From an optimization exercise on the open Yosys and OpenROAD flow, aimed at small area, a short achievable clock period and few clock cycles; shortcuts taken in it are not production practice.
The RTL was checked by simulation tests, not by an equivalence proof against the original design.
Power figures rest on the tool's default switching activity, not on a simulated workload.

job 101:
Design miniature_sc, start of the top module:
module miniature_sc (
    input  wire        clk,
    input  wire        rst,
    input  wire        host_we,
    input  wire [3:0]  host_addr,
    input  wire [15:0] host_wdata,
    output wire [15:0] host_rdata,
    output wire        ready,
    output wire        mem_en,
    output wire        mem_we,
    output wire [1:0]  mem_be,
    output wire [15:0] mem_addr,
    output wire [15:0] mem_wdata,
    input  wire [15:0] mem_rdata
);
Settings: LEC_CHECK=0, CAP_MARGIN=20, CORE_MARGIN=2, CORE_UTILIZATION=40, PLACE_DENSITY=0.6, SETUP_SLACK_MARGIN=4.5, SLEW_MARGIN=20; clock period 10.0 ns.
run.sh (not shown) runs the stock make flow with config.mk's settings and CLKGATE_MAP_FILE= SYNTH_SCRIPT=/design/flow/synth_recipe.tcl, a recipe that flattens the netlist after the stock synthesis.
Testbench counts of job 101, summed over its fixed seeds: cycles 665,952.
Input-level comparison between job 102 and job 101:
# job 101
export LEC_CHECK = 0
export CAP_MARGIN = 20
export CORE_MARGIN = 2
export CORE_UTILIZATION = 40
export PLACE_DENSITY = 0.6
export SETUP_SLACK_MARGIN = 4.5
export SLEW_MARGIN = 20
create_clock -name core_clock -period 10.0 [get_ports {clk}]
# job 102
export LEC_CHECK = 0
export CAP_MARGIN = 20
export CORE_MARGIN = 2
export CORE_UTILIZATION = 40
export PLACE_DENSITY = 0.4
export SETUP_SLACK_MARGIN = 4.5
export SLEW_MARGIN = 20
create_clock -name core_clock -period 10.0 [get_ports {clk}]
Notes after the runs:
Global-route usage ends up lower on job 102. | global-route wire length before repair | job 102 vs job 101 | 7.3 mm lower |. Re die height: no difference whatsoever between job 102 and job 101. On synthesized flop and latch total, job 101 and job 102 are neck and neck. Measured against each other, job 101 and job 102 differ in post-cts repair resize count, the lower figure coming from job 101.
> inputs changed (job 102 -> job 103)
# job 102
export LEC_CHECK = 0
export CAP_MARGIN = 20
export CORE_MARGIN = 2
export CORE_UTILIZATION = 40
export PLACE_DENSITY = 0.4
export SETUP_SLACK_MARGIN = 4.5
export SLEW_MARGIN = 20
create_clock -name core_clock -period 10.0 [get_ports {clk}]
# job 103
export LEC_CHECK = 0
export CAP_MARGIN = 20
export CORE_MARGIN = 2
export CORE_UTILIZATION = 40
export PLACE_DENSITY = 0.5
export SETUP_SLACK_MARGIN = 4.5
export SLEW_MARGIN = 20
create_clock -name core_clock -period 10.0 [get_ports {clk}]
Results
- Compare job 103 and job 102 | power density over the cells lower: job 103
- Lower total routed wirelength goes to job 102 over job 103.
- Looking at end point of the critical path, the mem_addr[3] result is from job 102; the mem_addr[9] one comes from job 103.
- Of job 103 and job 102, the lower sum of met3 wire segment lengths after detailed routing belongs to job 102.
- Going from job 102 to job 103, met1 track demand over resource in global routing lower, number of antenna violations at the first check in global routing higher.
- Of job 103 and job 102, the run reporting the lower fraction of standard cell area in multi-input logic was job 102.
- Job 103 has final estimated routing congestion in global placement above what job 102 had.
- Job 103 does worse than job 102 on final period demand of the worst path.
Setup changes, job 103 to job 104
# job 103
export LEC_CHECK = 0
export CAP_MARGIN = 20
export CORE_MARGIN = 2
export CORE_UTILIZATION = 40
export PLACE_DENSITY = 0.5
export SETUP_SLACK_MARGIN = 4.5
export SLEW_MARGIN = 20
create_clock -name core_clock -period 10.0 [get_ports {clk}]
# job 104
export LEC_CHECK = 0
export CAP_MARGIN = 20
export CORE_MARGIN = 2
export CORE_UTILIZATION = 40
export PLACE_DENSITY = 0.3
export SETUP_SLACK_MARGIN = 4.5
export SLEW_MARGIN = 20
create_clock -name core_clock -period 10.0 [get_ports {clk}]
Compare job 103 and job 104 | maximum VDD drop lower: job 104. Higher initial antenna violation count among job 103 and job 104: job 103. NOTE: part of the total power dissipated in the clock network in job 104 exceeds that of job 103. Between job 103 and job 104, the post-route standard cell area excluding fillers does not differ in any meaningful way. Wire: job 104 routes less than job 103.

---

Starting RTL as in the previous note.
Settings: LEC_CHECK=0, CAP_MARGIN=20, CORE_MARGIN=2, CORE_UTILIZATION=50, PLACE_DENSITY=0.7, SETUP_SLACK_MARGIN=4.5, SLEW_MARGIN=20; clock period 10.0 ns.
The baseline finished with timing, DRC and antenna clean.
Testbench counts at the start, summed over its fixed seeds: cycles 665,952.
Then changed:
--- a/flow/config.mk
+++ b/flow/config.mk
@@ -10,2 +10,2 @@
-export CORE_UTILIZATION = 50
-export PLACE_DENSITY = 0.7
+export CORE_UTILIZATION = 35
+export PLACE_DENSITY = 0.4
Result:
- wire length goes up by roughly a tenth
- global-route usage goes down by 9.5 points
- worst hold slack gets worse by 0.0056 ns
Then changed:
--- a/flow/config.mk
+++ b/flow/config.mk
@@ -10 +10 @@
-export CORE_UTILIZATION = 35
+export CORE_UTILIZATION = 40
@@ -12 +12 @@
-export SETUP_SLACK_MARGIN = 4.5
+export SETUP_SLACK_MARGIN = 4.7
Design area drops by 1.5%.
Worst hold slack improved by 0.0050 ns.
Count of clock-buffer cells in the layout came out lower by 2.
Sequential share of layout area goes up by 0.35 points.
Global-route usage climbs by 3.6 points.
Core utilization climbs by 5.7 points.
Worst setup slack is better by 0.11 ns.
Area after synthesis is unchanged.
Non-clock buffer count goes down by 23.
Clock skew stays flat.

---

Setup of 08-24:
Another version of the RTL of miniature_sc (not shown whole).
Size: roughly 3200 cells after synthesis, about 250 flip-flops, ~25000 um^2 of cells after synthesis.
make LEC_CHECK=0 CAP_MARGIN=20 CORE_MARGIN=2 CORE_UTILIZATION=40 PLACE_DENSITY=0.6 SETUP_SLACK_MARGIN=4.5 SLEW_MARGIN=20 finish   # period 10.0 ns
Testbench counts of 08-24, summed over its fixed seeds: cycles 665,952.
--- input diff 08-24..07-23 ---
--- a/flow/config.mk
+++ b/flow/config.mk
@@ -10,0 +11,2 @@
+export CTS_BUF_LIST = sky130_fd_sc_hd__clkbuf_8
+export CTS_CLUSTER_SIZE = 24
### Flow results
07-23 -> 08-24: number of combinational gates with multiple inputs flat. 07-23 vs. 08-24: required arrival time at the worst endpoint flat; setup slack fell by 0.17 ns. 07-23 -> 08-24: switching fraction of total power flat. In the tables for 07-23 and 08-24, initial antenna violation count reads lower with 08-24. 07-23 against 08-24: design area now sits higher, fraction of the cycle the final worst path needs now sits higher, fraction of met3 tracks used by global routing now sits at about the same level. Worst setup slack for register-to-register paths across 07-23 and 08-24: no real change.

## what the ideal ports hide
How much do the figures lean on ideal ports? The routed layouts below were timed once more, with nothing changed but the port constraints.
Step 1: set_driving_cell puts a clkbuf_16 on clk and a buf_2 on each other input, an assumption about the parent block.
Step 2 moves the port delays by t, midway between the first and last clock arrival at a register: inputs arrive t later, outputs are due t later. That takes back most of the time a late clock gives input paths.
Three values: ideal, step 1, step 2; two values: the first two.
run | t, ns | slack for setup (ns) | worst data-port slew with drivers (ns) | pins driven straight from the clock port
job 101 | 0.636 | 4.437 / 4.410 / 4.410 | 0.09 | 1
job 102 | 0.645 | 4.492 / 4.457 / 4.457 | 0.05 | 1
job 103 | 0.643 | 4.481 / 4.452 / 4.444 | 0.04 | 1
job 104 | 0.645 | 4.492 / 4.457 / 4.457 | 0.05 | 1
the first run of note 2 | 0.654 | 4.395 / 4.343 / 4.343 | 0.06 | 1
the second run of note 2 | 0.637 | 4.496 / 4.456 / 4.466 | 0.11 | 1
the third run of note 2 | 0.643 | 4.606 / 4.570 / 4.570 | 0.06 | 1
08-24 | 0.639 | 4.492 / 4.432 / 4.477 | 0.04 | 1
07-23 | 0.726 | 4.326 / 4.274 / 4.423 | 0.05 | 1
After both steps every run listed still meets setup and hold. For the first run of note 2, which loses most, drivers alone change the setup slack by -0.052 ns; drivers and shift together by -0.052 ns.
